This design comes from an exercise in tuning for small area, a short achievable clock period and few clock cycles per item on the open sky130 flow, not from production work. At most, simulation tests tie the RTL to the original design; equivalence was not proved.

==> flow/design.v <==
module adf4350_plan (
    input  wire        clk,
    input  wire        rst,           
    input  wire        in_valid,
    output wire        in_ready,
    input  wire [31:0] in_f,          
    input  wire [15:0] in_ref,        
    output wire        out_valid,
    input  wire        out_ready,
    output wire [2:0]  out_div,
    output wire [22:0] out_int,
    output wire [22:0] out_frac,
    output wire [22:0] out_mod
);
    reg        busy;
    reg        done;
    reg [4:0]  cnt;         
    reg [2:0]  div_r;
    reg [22:0] q_r;         
    reg [3:0]  r10;         
    reg [22:0] rem;         
    reg [20:0] mod_q;       
    wire accept = in_valid & in_ready;
    assign in_ready  = ~busy & (~done | out_ready);
    assign out_valid = done;
    reg [2:0] div_sel;
    always @(*) begin
        if      (in_f < 32'd68750)   div_sel = 3'd6;
        else if (in_f < 32'd137500)  div_sel = 3'd5;
        else if (in_f < 32'd275000)  div_sel = 3'd4;
        else if (in_f < 32'd550000)  div_sel = 3'd3;
        else if (in_f < 32'd1100000) div_sel = 3'd2;
        else if (in_f < 32'd2200000) div_sel = 3'd1;
        else                         div_sel = 3'd0;
    end
    wire [8:0] top9 = (div_sel == 3'd0) ? in_f[31:23] : 9'd0;
    wire [5:0] top_q = top9 / 4'd10;
    wire [3:0] top_r = top9 % 4'd10;
    wire        n_bit = q_r[22] & (cnt >= {2'b00, div_r});
    wire [4:0]  t10   = {r10, n_bit};
    wire        b_bit = (t10 >= 5'd10);
    wire [3:0]  r10_n = b_bit ? (t10 - 5'd10) : t10[3:0];
    wire [23:0] rs    = {rem, b_bit};
    wire [24:0] trial = {1'b0, rs} - {2'b00, mod_q, 2'b00};
    wire        ge    = ~trial[24];
    wire [22:0] rem_n = ge ? trial[22:0] : rs[22:0];
    assign out_div  = div_r;
    assign out_int  = q_r;
    assign out_frac = rem + {22'd0, (r10 >= 4'd5)};
    assign out_mod  = {mod_q, 2'b00};
    always @(posedge clk) begin
        if (rst) begin
            busy <= 1'b0;
            done <= 1'b0;
        end else if (accept) begin
            busy <= 1'b1;
            done <= 1'b0;
        end else if (busy) begin
            if (cnt == 5'd0) begin
                busy <= 1'b0;
                done <= 1'b1;
            end
        end else if (out_ready) begin
            done <= 1'b0;
        end
        if (accept) begin
            div_r <= div_sel;
            cnt   <= 5'd22 + {2'b00, div_sel};
            q_r   <= in_f[22:0];
            r10   <= top_r;
            rem   <= {17'd0, top_q};
            mod_q <= in_ref * 5'd25;
        end else if (busy) begin
            cnt <= cnt - 5'd1;
            q_r <= {q_r[21:0], ge};
            r10 <= r10_n;
            rem <= rem_n;
        end
    end
endmodule
clock: 7.0 ns
lec_check: 0
cap_margin: 20
core_margin: 2
core_utilization: 40
slew_margin: 20
run.sh (not shown) runs the stock make flow with config.mk's settings and CLKGATE_MAP_FILE= SYNTH_SCRIPT=/design/flow/synth_recipe.tcl, a recipe that flattens the netlist after the stock synthesis.
Testbench counts at the start, summed over its fixed seeds: cycles 40,675, items 1,600.
Rerun with:
==> flow/design.v (replaced) <==
module adf4350_plan (
    input  wire        clk,
    input  wire        rst,           
    input  wire        in_valid,
    output wire        in_ready,
    input  wire [31:0] in_f,          
    input  wire [15:0] in_ref,        
    output wire        out_valid,
    input  wire        out_ready,
    output wire [2:0]  out_div,
    output wire [22:0] out_int,
    output wire [22:0] out_frac,
    output wire [22:0] out_mod
);
    reg        prep;
    reg        busy;
    reg        done;
    reg [4:0]  cnt;         
    reg [2:0]  div_r;
    reg [22:0] q_r;         
    reg [3:0]  r10;         
    reg [22:0] rem;         
    reg [20:0] mod_q;       
    wire accept = in_valid & in_ready;
    assign in_ready  = ~prep & ~busy & (~done | out_ready);
    assign out_valid = done;
    wire [31:0] f = {rem[8:0], q_r};
    reg [2:0] div_sel;
    always @(*) begin
        if      (f < 32'd68750)   div_sel = 3'd6;
        else if (f < 32'd137500)  div_sel = 3'd5;
        else if (f < 32'd275000)  div_sel = 3'd4;
        else if (f < 32'd550000)  div_sel = 3'd3;
        else if (f < 32'd1100000) div_sel = 3'd2;
        else if (f < 32'd2200000) div_sel = 3'd1;
        else                      div_sel = 3'd0;
    end
    wire [5:0]  top_q = rem[8:0] / 4'd10;
    wire [3:0]  top_r = rem[8:0] % 4'd10;
    wire [15:0] ref_r = mod_q[15:0];
    wire [20:0] mod25 = ({5'd0, ref_r} << 4) + ({5'd0, ref_r} << 3) + {5'd0, ref_r};
    wire        n_bit = q_r[22] & (cnt >= {2'b00, div_r});
    wire [4:0]  t10   = {r10, n_bit};
    wire        b_bit = (t10 >= 5'd10);
    wire [3:0]  r10_n = b_bit ? (t10 - 5'd10) : t10[3:0];
    wire [23:0] rs    = {rem, b_bit};
    wire [24:0] trial = {1'b0, rs} - {2'b00, mod_q, 2'b00};
    wire        ge    = ~trial[24];
    wire [22:0] rem_n = ge ? trial[22:0] : rs[22:0];
    assign out_div  = div_r;
    assign out_int  = q_r;
    assign out_frac = rem + {22'd0, (r10 >= 4'd5)};
    assign out_mod  = {mod_q, 2'b00};
    always @(posedge clk) begin
        if (rst) begin
            prep <= 1'b0;
            busy <= 1'b0;
            done <= 1'b0;
        end else if (accept) begin
            prep <= 1'b1;
            done <= 1'b0;
        end else if (prep) begin
            prep <= 1'b0;
            busy <= 1'b1;
        end else if (busy) begin
            if (cnt == 5'd0) begin
                busy <= 1'b0;
                done <= 1'b1;
            end
        end else if (out_ready) begin
            done <= 1'b0;
        end
        if (accept) begin
            q_r   <= in_f[22:0];
            rem   <= {14'd0, in_f[31:23]};
            mod_q <= {5'd0, in_ref};
        end else if (prep) begin
            div_r <= div_sel;
            cnt   <= 5'd22 + {2'b00, div_sel};
            r10   <= top_r;
            rem   <= {17'd0, top_q};
            mod_q <= mod25;
        end else if (busy) begin
            cnt <= cnt - 5'd1;
            q_r <= {q_r[21:0], ge};
            r10 <= r10_n;
            rem <= rem_n;
        end
    end
endmodule
- worst setup slack is better by 280 ps
- clock skew is higher by 5.4 ps
- worst hold slack is better by 33 ps
- fmax is higher by 5.6%
- synthesized cell count is higher by 5.0%
- utilization is lower by 1.8 points
Only the layout flow was run in the second run of this note; the RTL was not checked for function there.


## run 1
Another version of the RTL of adf4350_plan (not shown whole).
Size: roughly 81 flip-flops.
==> module adf4350_plan, before the edit <==
module adf4350_plan (
    input  wire        clk,
    input  wire        rst,           
    input  wire        in_valid,
    output wire        in_ready,
    input  wire [31:0] in_f,          
    input  wire [15:0] in_ref,        
    output wire        out_valid,
    input  wire        out_ready,
    output wire [2:0]  out_div,
    output wire [22:0] out_int,
    output wire [22:0] out_frac,
    output wire [22:0] out_mod
);
    reg        busy;
    reg        done;
    reg [3:0]  cnt;         
    reg [2:0]  div_r;
    reg [23:0] q_r;         
    reg        c_r;         
    reg [2:0]  r5;
    reg [22:0] rem;         
    reg [20:0] mod_q;       
    wire accept = in_valid & in_ready;
    assign in_ready  = ~busy & (~done | out_ready);
    assign out_valid = done;
    reg [2:0] div_sel;
    always @(*) begin
        if      (in_f < 32'd68750)   div_sel = 3'd6;
        else if (in_f < 32'd137500)  div_sel = 3'd5;
        else if (in_f < 32'd275000)  div_sel = 3'd4;
        else if (in_f < 32'd550000)  div_sel = 3'd3;
        else if (in_f < 32'd1100000) div_sel = 3'd2;
        else if (in_f < 32'd2200000) div_sel = 3'd1;
        else                         div_sel = 3'd0;
    end
    wire [5:0]  top_d5 = in_f[31:24] / 3'd5;
    wire [2:0]  top_r5 = in_f[31:24] % 3'd5;
    wire [23:0] f_sh   = div_sel[0] ? {in_f[22:0], 1'b0} : in_f[23:0];
    wire [20:0] mod25  = ({5'd0, in_ref} << 4) + ({5'd0, in_ref} << 3) + {5'd0, in_ref};
    wire        zero_in = (cnt < {2'b00, div_r[2:1]});
    wire        n1 = q_r[23] & ~zero_in;
    wire        n2 = q_r[22] & ~zero_in;
    wire [3:0]  t1  = {r5, n1};                  
    wire        c1  = (t1 >= 4'd5);
    wire [2:0]  r51 = c1 ? (t1 - 4'd5) : t1[2:0];
    wire [23:0] rs1 = {rem, c_r};
    wire [24:0] tr1 = {1'b0, rs1} - {2'b00, mod_q, 2'b00};
    wire        ge1 = ~tr1[24];
    wire [22:0] rm1 = ge1 ? tr1[22:0] : rs1[22:0];
    wire [3:0]  t2  = {r51, n2};
    wire        c2  = (t2 >= 4'd5);
    wire [2:0]  r52 = c2 ? (t2 - 4'd5) : t2[2:0];
    wire [23:0] rs2 = {rm1, c1};
    wire [24:0] tr2 = {1'b0, rs2} - {2'b00, mod_q, 2'b00};
    wire        ge2 = ~tr2[24];
    wire [22:0] rm2 = ge2 ? tr2[22:0] : rs2[22:0];
    assign out_div  = div_r;
    assign out_int  = q_r[22:0];
    assign out_frac = rem + {22'd0, c_r};
    assign out_mod  = {mod_q, 2'b00};
    always @(posedge clk) begin
        if (rst) begin
            busy <= 1'b0;
            done <= 1'b0;
        end else if (accept) begin
            busy <= 1'b1;
            done <= 1'b0;
        end else if (busy) begin
            if (cnt == 4'd0) begin
                busy <= 1'b0;
                done <= 1'b1;
            end
        end else if (out_ready) begin
            done <= 1'b0;
        end
        if (accept) begin
            div_r <= div_sel;
            cnt   <= 4'd11 + {2'b00, div_sel[2:1]};
            q_r   <= f_sh;
            c_r   <= top_d5[0];
            r5    <= top_r5;
            rem   <= {18'd0, top_d5[5:1]};
            mod_q <= mod25;
        end else if (busy) begin
            cnt <= cnt - 4'd1;
            q_r <= {q_r[21:0], ge1, ge2};
            c_r <= c2;
            r5  <= r52;
            rem <= rm2;
        end
    end
endmodule
clock: 7.0 ns
lec_check: 0
abc_area: 1
cap_margin: 20
core_margin: 2
core_utilization: 60
setup_slack_margin: 2.2
slew_margin: 20
standard.sh (not shown) runs the stock make flow with config.mk's settings and CLKGATE_MAP_FILE= SYNTH_SCRIPT=/design/flow/synth_recipe.tcl, a recipe that flattens the netlist after the stock synthesis.
==> flow/flow/run.sh <==
#!/bin/bash
set -euo pipefail
export BUFFER_PORTS_ARGS="-buffer_cell sky130_fd_sc_hd__buf_1"
bash standard.sh > orfs_make.log 2>&1
Testbench counts of run 1, summed over its fixed seeds: cycles 21,748, items 1,600.
[inputs] run 2 vs run 1
--- a/flow/design.v
+++ b/flow/design.v
@@ -13,9 +13,10 @@
     output wire [22:0] out_mod
 );
+    reg        prep;
     reg        busy;
     reg        done;
     reg [3:0]  cnt;         
     reg [2:0]  div_r;
-    reg [23:0] q_r;         
+    reg [22:0] q_r;         
     reg        c_r;         
     reg [2:0]  r5;
@@ -23,5 +24,5 @@
     reg [20:0] mod_q;       
     wire accept = in_valid & in_ready;
-    assign in_ready  = ~busy & (~done | out_ready);
+    assign in_ready  = ~prep & ~busy & (~done | out_ready);
     assign out_valid = done;
     reg [2:0] div_sel;
@@ -35,36 +36,49 @@
         else                         div_sel = 3'd0;
     end
-    wire [5:0]  top_d5 = in_f[31:24] / 3'd5;
-    wire [2:0]  top_r5 = in_f[31:24] % 3'd5;
-    wire [23:0] f_sh   = div_sel[0] ? {in_f[22:0], 1'b0} : in_f[23:0];
+    wire        odd    = div_sel[0];
+    wire [21:0] g_lo   = odd ? {in_f[20:0], 1'b0} : in_f[21:0];
+    wire [9:0]  xt     = odd ? {9'd0, in_f[21]} : in_f[31:22];
+    wire        big    = |in_f[31:23];               
+    wire [9:0]  px     = rem[9:0];
+    wire [7:0]  p_d5   = px / 3'd5;                  
+    wire [2:0]  p_r5   = px % 3'd5;
+    wire [6:0]  p_p    = p_d5[7:1];
+    wire        p_q    = q_r[22] && (p_p >= 7'd100);
+    wire [6:0]  p_rm   = p_q ? (p_p - 7'd100) : p_p;
     wire [20:0] mod25  = ({5'd0, in_ref} << 4) + ({5'd0, in_ref} << 3) + {5'd0, in_ref};
     wire        zero_in = (cnt < {2'b00, div_r[2:1]});
-    wire        n1 = q_r[23] & ~zero_in;
-    wire        n2 = q_r[22] & ~zero_in;
+    wire        n1 = q_r[21] & ~zero_in;
+    wire        n2 = q_r[20] & ~zero_in;
     wire [3:0]  t1  = {r5, n1};                  
     wire        c1  = (t1 >= 4'd5);
     wire [2:0]  r51 = c1 ? (t1 - 4'd5) : t1[2:0];
+    wire [3:0]  t2  = {r51, n2};
+    wire        c2  = (t2 >= 4'd5);
+    wire [2:0]  r52 = c2 ? (t2 - 4'd5) : t2[2:0];
     wire [23:0] rs1 = {rem, c_r};
     wire [24:0] tr1 = {1'b0, rs1} - {2'b00, mod_q, 2'b00};
     wire        ge1 = ~tr1[24];
     wire [22:0] rm1 = ge1 ? tr1[22:0] : rs1[22:0];
-    wire [3:0]  t2  = {r51, n2};
-    wire        c2  = (t2 >= 4'd5);
-    wire [2:0]  r52 = c2 ? (t2 - 4'd5) : t2[2:0];
     wire [23:0] rs2 = {rm1, c1};
     wire [24:0] tr2 = {1'b0, rs2} - {2'b00, mod_q, 2'b00};
     wire        ge2 = ~tr2[24];
     wire [22:0] rm2 = ge2 ? tr2[22:0] : rs2[22:0];
+    wire [1:0]  dig = {ge1, ge2};
     assign out_div  = div_r;
-    assign out_int  = q_r[22:0];
+    assign out_int  = q_r;
     assign out_frac = rem + {22'd0, c_r};
     assign out_mod  = {mod_q, 2'b00};
     always @(posedge clk) begin
         if (rst) begin
+            prep <= 1'b0;
             busy <= 1'b0;
             done <= 1'b0;
         end else if (accept) begin
+            prep <= big;
+            busy <= ~big;
+            done <= 1'b0;
+        end else if (prep) begin
+            prep <= 1'b0;
             busy <= 1'b1;
-            done <= 1'b0;
         end else if (busy) begin
             if (cnt == 4'd0) begin
@@ -77,13 +91,18 @@
         if (accept) begin
             div_r <= div_sel;
-            cnt   <= 4'd11 + {2'b00, div_sel[2:1]};
-            q_r   <= f_sh;
-            c_r   <= top_d5[0];
-            r5    <= top_r5;
-            rem   <= {18'd0, top_d5[5:1]};
+            cnt   <= 4'd10 + {2'b00, div_sel[2:1]};
+            q_r   <= {big & (in_ref == 16'd1), g_lo};
+            c_r   <= 1'b0;
+            r5    <= {2'd0, xt[0]};
+            rem   <= big ? {13'd0, xt} : 23'd0;
             mod_q <= mod25;
+        end else if (prep) begin
+            q_r[22] <= p_q;
+            c_r     <= p_d5[0];
+            r5      <= p_r5;
+            rem     <= {16'd0, p_rm};
         end else if (busy) begin
             cnt <= cnt - 4'd1;
-            q_r <= {q_r[21:0], ge1, ge2};
+            q_r <= {q_r[22], q_r[19:0], dig};
             c_r <= c2;
             r5  <= r52;
Notes after the runs:
Run 2: flow completed, timing, DRC and antenna clean
Non-clock buffer count, run 2 vs run 1: up by more than a quarter
Lower global-route usage goes to run 1 over run 2.
Of run 2 and run 1, it is run 2 that has the lower setup slack.
Cell total after placement was lower in run 1 than in run 2.
Of run 2 and run 1, it is run 2 that has the higher area after synthesis.
Run comparison: run 1 cell at the slowest stage of the critical path sky130_fd_sc_hd__fa_2; run 2 cell at the slowest stage of the critical path sky130_fd_sc_hd__edfxtp_1
Summary of run 2 over run 1: growth of design area from synthesis to finish shows an increase of 9.4 points.
Status: delay of the slowest critical-path stage parity (run 1, run 2)
Relative to run 1, the via count measured on run 2 has increased by more than 10%.
Function not checked in run 2: the RTL went through the layout flow alone.

## re-timing with driven ports
The results above use ideal ports. As a check the final layouts listed here were re-extracted and re-timed, cells and wires unchanged.
Step 1, drivers: a clkbuf_16 drives clk and a buf_2 each remaining input, both assumed.
Step 2 times the ports against the registers' clock, not the clock port: input delays grow and output delays shrink by t, the midpoint of the rising clock arrivals with the driver on.
a / b / c = ideal ports / drivers / drivers and shift; a / b = the first two.
run | t (ns) | slack for setup (ns) | worst setup path after step 2
the first run of note 1 | 0.394 | 1.782 / 1.803 / 1.409 | input to register
the second run of note 1 | 0.385 | 2.059 / 2.015 / 1.973 | input to register
run 1 | 0.390 | 2.438 / 2.405 / 2.173 | input to register
run 2 | 0.387 | 1.305 / 1.305 / 1.305 | register to register
After both steps setup and hold are still met in every run listed. For the first run of note 1, which loses most, drivers alone change the setup slack by +0.021 ns; drivers and shift together by -0.373 ns.
